This design comes from an exercise in tuning for small area, a short achievable clock period and few clock cycles on the open sky130 flow, not from production work.
In this exercise RTL edits were held to simulation tests only and were not proved equivalent to the original.
No activity file was given, so power comes from the tool's default toggle rates.

==> flow/design.v, too long to show whole: its modules and the start of the top module <==
// module m402_decoder: 1080 lines
module m402_decoder (
    input  wire        clk,
    input  wire        rst,
    input  wire        in_valid,
    output wire        in_ready,
    input  wire        in_pvalid,
    input  wire [6:0]  in_plen,
    input  wire [87:0] in_payload,
    input  wire [15:0] in_addr,
    output reg         out_valid,
    output reg  [3:0]  out_result,
    output reg         out_vld,
    output reg  [31:0] out_value
);
  // ...
==> flow/run.sh <==
#!/bin/bash
# synth_recipe.tcl (not shown) runs the flow's synth.tcl, then flattens the netlist and writes it again
# the make line also repeats each setting of config.mk as NAME=value (left out here)
make -C /OpenROAD-flow-scripts/flow DESIGN_CONFIG=/design/flow/config.mk WORK_HOME=/design/flow/orfs CLKGATE_MAP_FILE= SYNTH_SCRIPT=/design/flow/synth_recipe.tcl finish
==> flow/config.mk <==
export PLATFORM = sky130hd
export DESIGN_NAME = m402_decoder
export DESIGN_NICKNAME = m402_decoder
export VERILOG_FILES = /design/flow/design.v
export SDC_FILE = /design/flow/constraint.sdc
export NUM_CORES = 4
export LEC_CHECK = 0
export CAP_MARGIN = 20
export CORE_MARGIN = 2
export CORE_UTILIZATION = 40
export PLACE_DENSITY = 0.6
export SETUP_SLACK_MARGIN = 5
export SLEW_MARGIN = 20
==> flow/constraint.sdc <==
create_clock -name core_clock -period 10.0 [get_ports {clk}]
set_input_delay 2.0000 -clock core_clock [delete_from_list [all_inputs] [get_ports {clk}]]
set_output_delay 2.0000 -clock core_clock [all_outputs]
set_load 0.01 [all_outputs]
==> summary.txt, run 1 <==
Clock network
  – Setup bufs post-CTS: 1
  – Root Buffer: clkbuf_16
  – Number of hold buffers added after CTS: 0
  – Number of clock sinks: 710

Placed design
  – Placer Congestion: 1.04
  – Inst Count DP: 8,720

Outcome
  – Status: no timing/DRC/antenna violations

Floorplan
  – Die width: 397 um

STA
  – Worst Tran Pin Value: 1270 ps
  – Fin. max-slew vios: 0

Synth
  – Synth Area in Adders: 14.6%
  – Main area contributors after synthesis: edfxtp_1 (19%), dfxtp_1 (10%), fa_1 (9.0%)
  – Most numerous cell in the Yosys netlist: nand2_1
  – Main combinational cell family by area after synthesis: compound AO/OA/AOI/OAI gates
  – Post-synth top area cell: edfxtp_1
  – Number of synthesized register bits: 710
  – Post-synth EDFFs: 387

Pwr
  – Sw Ratio: 49.3%
  – Clk pwr: 3090 uW
  – Seq group: 5240 uW

Worst setup path
  – R2r worst-path depth: 19
  – Crit path arrival time: 5520 ps

Route
  – Per-cell routed wire length: 30.6 um
  – Highest Signal Layer: met5

Global routing
  – First-pass GRT wire length: 391,000 um

Cells and area
  – FF+latch area: 18,100 um^2
  – Clock network area share: 4.17%
  – Biggest regs: c_p (64), e_p (64), m_r0 (64)

Worst hold path
  – Hold EP: m_sign$_DFF_P_
  – Hold path cells: 0
Testbench counts, summed over its fixed seeds: cycles 2,534.
==> inputs of run 2 (changes only) <==
--- a/flow/design.v
+++ b/flow/design.v
@@ -31,40 +31,43 @@
     wire mal1 = !in_pvalid || (in_plen < 7'd7);
     wire hdr  = (p0 != 8'h3f) || (p1 != 8'h10) ||
                 (p2 != in_addr[15:8]) || (p3 != in_addr[7:0]);
     wire mal2 = (pn > 8'd4);
     wire mal3 = ({1'b0, in_plen} < 8'd7 + pn);
     wire [2:0]  n  = pn[2:0];
     wire [31:0] xl = {(n >= 3'd1) ? m0 : 8'd0, (n >= 3'd2) ? m1 : 8'd0,
                       (n >= 3'd3) ? m2 : 8'd0, (n >= 3'd4) ? m3 : 8'd0};
+    wire        y3 = (xl[31:24] == 8'd0);
+    wire        y2 = (xl[23:16] == 8'd0);
+    wire        y1 = (xl[15:8] == 8'd0);
+    wire [1:0]  lzy = !y3 ? 2'd0 : !y2 ? 2'd1 : !y1 ? 2'd2 : 2'd3;
+    wire [31:0] xb = (lzy == 2'd0) ? xl : (lzy == 2'd1) ? {xl[23:0], 8'd0} :
+                     (lzy == 2'd2) ? {xl[15:0], 16'd0} : {xl[7:0], 24'd0};
     reg         a_valid, a_hdr, a_mal, a_sign, a_kinf, a_kzero;
-    reg  [31:0] a_xl;
+    reg  [31:0] a_xb;
     reg  [6:0]  a_k;
-    reg  [1:0]  a_nsh;
+    reg  [1:0]  a_lzy;
     assign in_ready = !(stall || b_rp);
     always @(posedge clk) begin
         if (rst) begin
             a_valid <= 1'b0;
         end else if (!(stall || b_rp)) begin
             a_valid <= in_valid;
             a_hdr   <= !mal1 && hdr;
             a_mal   <= mal1 || (!hdr && (mal2 || mal3));
             a_sign  <= siex[7];
             a_kinf  <= !siex[6] && (siex[5:0] >= 6'd39);    
             a_kzero <=  siex[6] && (siex[5:0] >= 6'd55);    
-            a_xl    <= xl;
+            a_xb    <= xb;
             a_k     <= siex[6:0];
-            a_nsh   <= 2'd0 - n[1:0];                       
+            a_lzy   <= lzy - n[1:0];                        
         end
     end
-    wire        z4 = (a_xl[31:16] == 16'd0);
-    wire [31:0] s1 = z4 ? {a_xl[15:0], 16'd0} : a_xl;
-    wire        z3 = (s1[31:24] == 8'd0);
-    wire [31:0] s2 = z3 ? {s1[23:0], 8'd0} : s1;
+    wire [31:0] s2 = a_xb;
     wire        z2 = (s2[31:28] == 4'd0);
     wire [31:0] s3 = z2 ? {s2[27:0], 4'd0} : s2;
     wire        z1 = (s3[31:30] == 2'd0);
     wire [31:0] s4 = z1 ? {s3[29:0], 2'd0} : s3;
     wire        z0 = !s4[31];
     wire [31:0] xn = z0 ? {s4[30:0], 1'b0} : s4;
     wire        xz = !xn[31];
     wire [31:0] chi  = TAB_HI[{a_k, 5'd0} +: 32];
@@ -137,16 +140,17 @@
     assign bh_s4[10] = (bh_t10 == 4'b0111) | (bh_t10 == 4'b1000);
     assign bh_neg[10] = 1'b0;
     reg         b_valid, b_spec, b_hdr, b_mal, b_inf, b_sign;
     reg  [31:0] b_c;
     reg  [33:0] b_c3;
     reg  [10:0] b_s1, b_s2, b_s3, b_s4, b_neg;
     reg  [6:0]  b_k;
     reg  [4:0]  b_lz;
+    reg  [9:0]  b_ek;
     always @(posedge clk) begin
         if (rst) begin
             b_valid <= 1'b0;
             b_rp    <= 1'b0;
         end else if (stall) begin
             b_valid <= 1'b0;
             b_rp    <= 1'b1;
         end else if (b_rp) begin
@@ -159,32 +163,33 @@
         if (stall) begin
             b_c     <= m_c;
             b_c3    <= {2'b0, m_c} + {1'b0, m_c, 1'b0};
             b_s1    <= m_s1;
             b_s2    <= m_s2;
             b_s3    <= m_s3;
             b_s4    <= m_s4;
             b_neg   <= m_neg;
-        end else if (!b_rp) begin
-            b_spec  <= a_hdr || a_mal || xz || a_kinf || a_kzero;
-            b_hdr   <= a_hdr;
-            b_mal   <= a_mal;
-            b_inf   <= a_kinf && !xz;
-            b_sign  <= a_sign;
+        end else begin
             b_c     <= chi;
             b_c3    <= chi3;
             b_s1    <= bh_s1;
             b_s2    <= bh_s2;
             b_s3    <= bh_s3;
             b_s4    <= bh_s4;
             b_neg   <= bh_neg;
-            b_k     <= a_k;
-            b_lz    <= {z4, z3, z2, z1, z0} + {a_nsh, 3'd0};    
         end
+        b_spec  <= a_hdr || a_mal || xz || a_kinf || a_kzero;
+        b_hdr   <= a_hdr;
+        b_mal   <= a_mal;
+        b_inf   <= a_kinf && !xz;
+        b_sign  <= a_sign;
+        b_k     <= a_k;
+        b_lz    <= {a_lzy, z2, z1, z0};    
+        b_ek    <= TAB_E[a_k * 10 +: 10];
     end
     reg         m_valid, m_chk, m_rp;
     reg         m_spec, m_hdr, m_mal, m_inf, m_sign, m_cexact;
     reg  [31:0] m_c;
     reg  [10:0] m_s1, m_s2, m_s3, m_s4, m_neg;
     reg  [63:0] m_r0, m_r1;
     reg  [9:0]  m_ebase;
     wire [5:0]  wa   = m_r0[37:32];
@@ -898,17 +903,17 @@
     wire mt_s338 = mt_pp[10][32] ^ 1'b1;
     wire mt_c338 = mt_pp[10][32] & 1'b1;
     wire mt_s339 = mt_pp[10][33] ^ 1'b1;
     wire mt_c339 = mt_pp[10][33] & 1'b1;
     assign rows_r0 = {mt_s339, mt_s338, mt_s337, mt_s336, mt_s335, mt_s334, mt_s333, mt_s332, mt_s331, mt_s330, mt_s329, mt_s328, mt_s327, mt_s326, mt_s325, mt_s324, mt_s323, mt_s322, mt_s321, mt_s320, mt_s319, mt_s318, mt_s317, mt_s316, mt_s315, mt_s314, mt_s313, mt_s312, mt_s311, mt_s310, mt_s309, mt_s308, mt_s307, mt_s306, mt_s305, mt_s304, mt_s303, mt_s302, mt_s301, mt_s300, mt_s299, mt_s298, mt_s297, mt_s296, mt_s295, mt_s294, mt_s293, mt_s292, mt_s291, mt_s290, mt_s289, mt_s288, mt_s287, mt_s286, mt_s285, mt_s284, mt_s283, mt_s282, mt_s281, mt_s280, mneg[1], mt_pp[0][2], mt_pp[0][1], mt_pp[0][0]};
     assign rows_r1 = {mt_c338, mt_c337, mt_c336, mt_c335, mt_c334, mt_c333, mt_c332, mt_c331, mt_c330, mt_c329, mt_c328, mt_c327, mt_c326, mt_c325, mt_c324, mt_c323, mt_c322, mt_c321, mt_c320, mt_c319, mt_c318, mt_c317, mt_c316, mt_c315, mt_c314, mt_c313, mt_c312, mt_c311, mt_c310, mt_c309, mt_c308, mt_c307, mt_c306, mt_c305, mt_c304, mt_c303, mt_c302, mt_c301, mt_c300, mt_c299, mt_c298, mt_c297, mt_c296, mt_c295, mt_c294, mt_c293, mt_c292, mt_c291, mt_c290, mt_c289, mt_c288, mt_c287, mt_c286, mt_c285, mt_c284, mt_c283, mt_c282, mt_c281, mt_c280, mt_c279, mt_s279, 1'b0, 1'b0, mneg[0]};
     wire [31:0] clo  = TAB_LO[{b_k, 5'd0} +: 32];
     wire       b_cexact = b_k[6] ? (b_k[5:0] == 6'd0) : (b_k[5:0] <= 6'd13);
-    wire [9:0] b_ebase  = TAB_E[b_k * 10 +: 10] - {5'd0, b_lz};
+    wire [9:0] b_ebase  = b_ek - {5'd0, b_lz};
     always @(posedge clk) begin
         if (rst) begin
             m_valid <= 1'b0;
             m_chk   <= 1'b0;
             m_rp    <= 1'b0;
         end else begin
             m_valid <= b_valid;
             m_chk   <= b_valid && !b_spec && !b_cexact;
@@ -992,19 +997,19 @@
             c_mal    <= m_mal;
             c_inf    <= m_inf;
             c_sign   <= m_sign;
             c_cexact <= m_cexact;
             c_ebase  <= m_ebase;
             c_subx   <= n_subx;
             c_osub   <= n_osub;
         end
+        c_s2 <= prod[63:32];
         if (m_rp) begin
             c_p2     <= 1'b1;
-            c_s2     <= prod[63:32];
         end else if (c_frm_e || c_frm_n) begin
             c_p2     <= 1'b0;
         end
         if (e_frm_n) begin
             e_p      <= prod;
             e_spec   <= m_spec;
             e_hdr    <= m_hdr;
             e_mal    <= m_mal;
==> run 2 against run 1 <==
  * Cell count down 2.6%
  * Critical endpoint is now b_c[17]$_DFF_P_
  * Hold slack worse by 12 ps
  * Largest power group unchanged
  * Combinational power up 12%
  * Die area down 3.2%
  * Synthesized cell count down 1.6%
  * Register-to-register slack worse by 270 ps
  * Global-route usage up 0.76 points
  * Critical path depth down 8
  * Routed wire length down 1.3%
  * Clock power about the same
  * Sequential share of layout area down 1.3 points
==> summary.txt, run 2 <==
Worst hold path
  – Hold WC Path Type: flip-flop to flip-flop (unchanged)
  – HP Start: b_sign$_DFF_P_ (was b_sign$_DFFE_PP_)
  – Hold path cells: 0 (unchanged)

Synth
  – Netlist cell types: 105 (was 102)
  – Post-synth top area cell: dfxtp_1 (was edfxtp_1)
  – Post-synth EDFFs: 218 (was 387)
  – Number of synthesized register bits: 719 (was 710)
  – Main area contributors after synthesis: dfxtp_1 (17%), edfxtp_1 (11%), fa_1 (9.3%) (was edfxtp_1 (19%), dfxtp_1 (10%), fa_1 (9.0%))
  – Main synth FF type: dfxtp_1 (was edfxtp_1)
  – Mapped cell area: 59,700 um^2 (was 61,700 um^2)
  – Top cells by count, synth: nand2_1 (625), clkbuf_1 (550), dfxtp_1 (501) (was nand2_1 (681), clkbuf_1 (580), nor2_1 (440))
  – Sequential-to-total area share from yosys stat: 27.7% (was 29.3%)
  – Syn Inst Count: 6,905 (was 7,014)
  – Yosys warns: 1 (unchanged)
  – Share of the synthesized area in the top cell type: 16.8% (was 18.8%)
  – Most numerous cell in the Yosys netlist: nand2_1 (unchanged)
  – Synth async-reset ratio: 0% (unchanged)
  – Syn avg cell area: 8.65 um^2 (was 8.80 um^2)

Placed design
  – Port bufs: 143 (unchanged)
  – Placed cell areas: 62,600 um^2 (was 64,800 um^2)
  – Detail Placement HPWL: 181,000 um (was 184,000 um)
  – Placer Congestion: 1.02 (was 1.04)

Floorplan
  – IO Pins: 154 (unchanged)
  – Die height: 390 um (was 397 um)
  – Core box area: 148,000 um^2 (was 154,000 um^2)
  – Area of the die: 152,000 um^2 (was 158,000 um^2)
  – Die width: 390 um (was 397 um)
  – Std cell rows: 141 (was 144)
  – Initial Util: 40.4% (was 40.2%)

STA
  – Fin crit share: 51.6% (was 48.9%)
  – Skew final: 38.3 ps (was 61.5 ps)
  – Fin. max-slew vios: 0 (unchanged)
  – Post-layout min period: 5160 ps (was 4890 ps)
  – Fmax: 194 MHz (was 205 MHz)
  – Fin. Hold Viols: 0 (unchanged)
  – Setup-failing EPs final: 0 (unchanged)
  – Unrepaired setup endpoints after global routing: false (unchanged)
  – Slew HR: 16.4% (was 14.3%)
  – Worst Tran Pin Value: 1250 ps (was 1270 ps)
  – Total negative slack: 0 ps (unchanged)
  – Min Hold Slack: 327 ps (was 339 ps)

Clock network
  – Worst-Skew Late Latency: 700 ps (was 720 ps)
  – Worst-path clk slew: 60 ps (about the same)
  – TritonCTS clock tree: built (unchanged)
  – Root Buffer: clkbuf_16 (unchanged)
  – CTS buffer count: 81 (was 79)
  – Number of clock sinks: 719 (was 710)
  – Maximum buffer depth of the clock tree: 3 (unchanged)
  – Number of hold buffers added after CTS: 0 (unchanged)
  – Htree depth: 3 (unchanged)

Route
  – Drt pass-1 iters: 11 (was 9)
  – DRC viols: 0 (unchanged)
  – Via/cell ratio: 6.67 (was 6.63)
  – Iter 0 DRT Violations: 8,272 (was 8,240)
  – Vias: 57,700 (was 58,900)
  – Per-cell routed wire length: 31.0 um (was 30.6 um)
  – Total Routed Length: 268,000 um (was 272,000 um)
  – Post-detailed-route count of antenna-violating nets: 0 (unchanged)

Worst setup path
  – Worst setup path class: flip-flop to flip-flop (unchanged)
  – Crit path arrival time: 5610 ps (was 5520 ps)
  – Crit path max fanout: 19 (was 17)
  – Worst setup SP type: flip-flop (unchanged)
  – R2R Path Start: a_k[1]$_DFFE_PP_ (was b_k[0]$_DFFE_PP_)
  – Worst setup path start: a_k[1]$_DFFE_PP_ (was b_k[0]$_DFFE_PP_)
  – Critical path data required time: 10,450 ps (was 10,630 ps)
  – Endpoint class of the critical path: flip-flop (unchanged)
  – R2r worst-path depth: 11 (was 19)

Global routing
  – First-pass GRT wire length: 386,000 um (was 391,000 um)
  – Initial antenna violation count: 19 (was 10)
  – Vias in the first global route: 54,900 (was 55,200)
  – Largest net degree at the start of global routing: 164 (unchanged)
  – Total track usage: 34.0% (was 33.2%)
  – GRT overflow: 0 (unchanged)

Pwr
  – Part of the power in combinational logic: 71.2% (was 69.0%)
  – Psw: 15,300 uW (was 13,300 uW)
  – Clk pwr share: 10.4% (was 11.5%)
  – VDD IR max: 1.00 mV (was 0.402 mV)
  – Share of power burned in registers: 18.3% (was 19.5%)
  – Leak: 0.0257 uW (was 0.0263 uW)
  – PwrDens: 449 nW/um^2 (was 397 nW/um^2)
  – Pint: 14,100 uW (was 13,600 uW)
  – Sw Ratio: 52.1% (was 49.3%)

Cells and area
  – Layout cells sized above 1: 7.10% (was 6.95%)
  – Final nets: 7,326 (was 7,435)
  – Commonest non-fill, non-tap cells in the layout: nand2_1 (624), dfxtp_1 (469), nor2_1 (467) (was nand2_1 (678), o21ai_0 (432), nor2_1 (432))
  – Util after Layout: 44.2% (was 44.1%)
  – Biggest regs: c_p (64), e_p (64), m_r0 (64) (unchanged)
  – Most common cell after layout, fill and taps aside: nand2_1 (unchanged)
  – P&R area growth vs syn: 9.62% (was 9.75%)
  – Cell area after layout: 65,500 um^2 (was 67,800 um^2)

Job
  – MaxCap Viol Count: 0 (unchanged)

Outcome
  – Status: no timing/DRC/antenna violations (unchanged)
==> run 2: changes by cell type after synthesis, moves of 31 or more <==
cell | before | now
edfxtp_1 | 387 | 218
nor2_1 | 440 | 475
a31oi_1 | 73 | 106
nand2_1 | 681 | 625
mux2i_1 | 90 | 121
dfxtp_1 | 323 | 501
o21ai_0 | 436 | 374
==> run 2: layout make-up <==
type / instances / area [um^2]
multi-input combinational: 5177 / 39500
clock inverter: 30 / 343
sequential: 719 / 16600
clock buffer: 118 / 2420
timing repair buffer: 330 / 2900
antenna: 11 / 27.5
inverter: 344 / 1290
tap: 1930 / 2410
fill: 14500 / 82500
==> run 2: path summary, 6_finish.rpt <==
check / to / slack (ps)
hold / removal: m_sign$_DFF_P_ / 330
setup / recovery: b_c[17]$_DFF_P_ / 4840
setup reg to reg: b_c[17]$_DFF_P_ / 4840
hold reg to reg: m_sign$_DFF_P_ / 330
==> run 2: kinds of logic after synthesis <==
kind of cell	share of synthesized area [%]
AO/OA/AOI/OAI	26.7
AND/OR/NAND/NOR	12.3
buffers and inverters	6.42
flip-flops	27.7
XOR/XNOR	8.27
adder cells (fa/ha/maj)	15.2
multiplexers	3.36
other	0.00628
==> run 2: worst max-delay path, cell delays in order (launching register included) <==
cell      delay (ps)
edfxtp_1         350
buf_4            260
inv_1            520
ha_1             680
buf_4            290
inv_1            150
ha_1             520
or2_2            470
a32oi_1          450
o21ai_0          170
a222oi_1         630
o21ai_0          390
==> run 2: per-stage QoR <==
| step | total power, uW | worst slack [ps] | cells |
|---|---|---|---|
| 6_report | 29400 | 4840 | 8659 |
| 2_1_floorplan | 16800 | 5170 | 6906 |
| 4_1_cts | 28400 | 5060 | 8647 |
| 5_1_grt | 31300 | 5000 | 8648 |
| 3_5_place_dp | 25200 | 4940 | 8495 |
| 3_3_place_gp | 24800 | 4920 | 8493 |
==> run 2: metal layers <==
layer	wire length [um]	GRT usage [%]	share of wire (%)
met3	34500	12.1	13
met5	164	0.0638	0.061
met1	106000	43.8	39
met2	112000	49.9	42
met4	16200	17.2	6.0
==> run 2: timing repair <==
action / in CTS / in global routing
cloned: 2 / 0
resized for setup: 8 / 1
endpoints found under the hold margin: 0 / 0
setup buffers: 2 / 0
endpoints found under the setup margin: 1 / 1
pin swaps: 1 / 0
==> run 2: power groups by stage <==
stage          registers, uW  clock network (uW)  logic (uW)
2_1_floorplan           4870                   0       11900
3_3_place_gp            5390                   0       19500
3_5_place_dp            5410                   0       19800
4_1_cts                 5350                3140       19900
5_1_grt                 5430                3250       22600
6_report                5390                3070       20900
Testbench counts of run 2, summed over its fixed seeds: cycles 2,534.

what the ideal ports hide:
No port has a modelled driver above. Below, the same layouts with a new extraction and two added sets of constraints. Step 1 (the two cells are an assumption about what drives the block):
set clk [get_ports {clk}]
set_driving_cell -lib_cell sky130_fd_sc_hd__clkbuf_16 $clk
set_driving_cell -lib_cell sky130_fd_sc_hd__buf_2 [delete_from_list [all_inputs] $clk]
Step 2, shift: input delay + t, output delay - t, t = (earliest + latest rising clock arrival at the registers) / 2. This alone moves slack from input paths to output paths. Three values: no drivers, after step 1, after step 2; two values: the first two.
run	t (ns)	slack for setup (ns)	cell pins on the clock port's net
run 1	0.780	5.114 / 5.103 / 4.891	1
run 2	0.760	4.840 / 4.840 / 4.840	1
After both steps setup and hold are still met in every run listed. The setup slack of run 1, which loses most, moves by -0.011 ns with the drivers and by -0.223 ns with both steps.
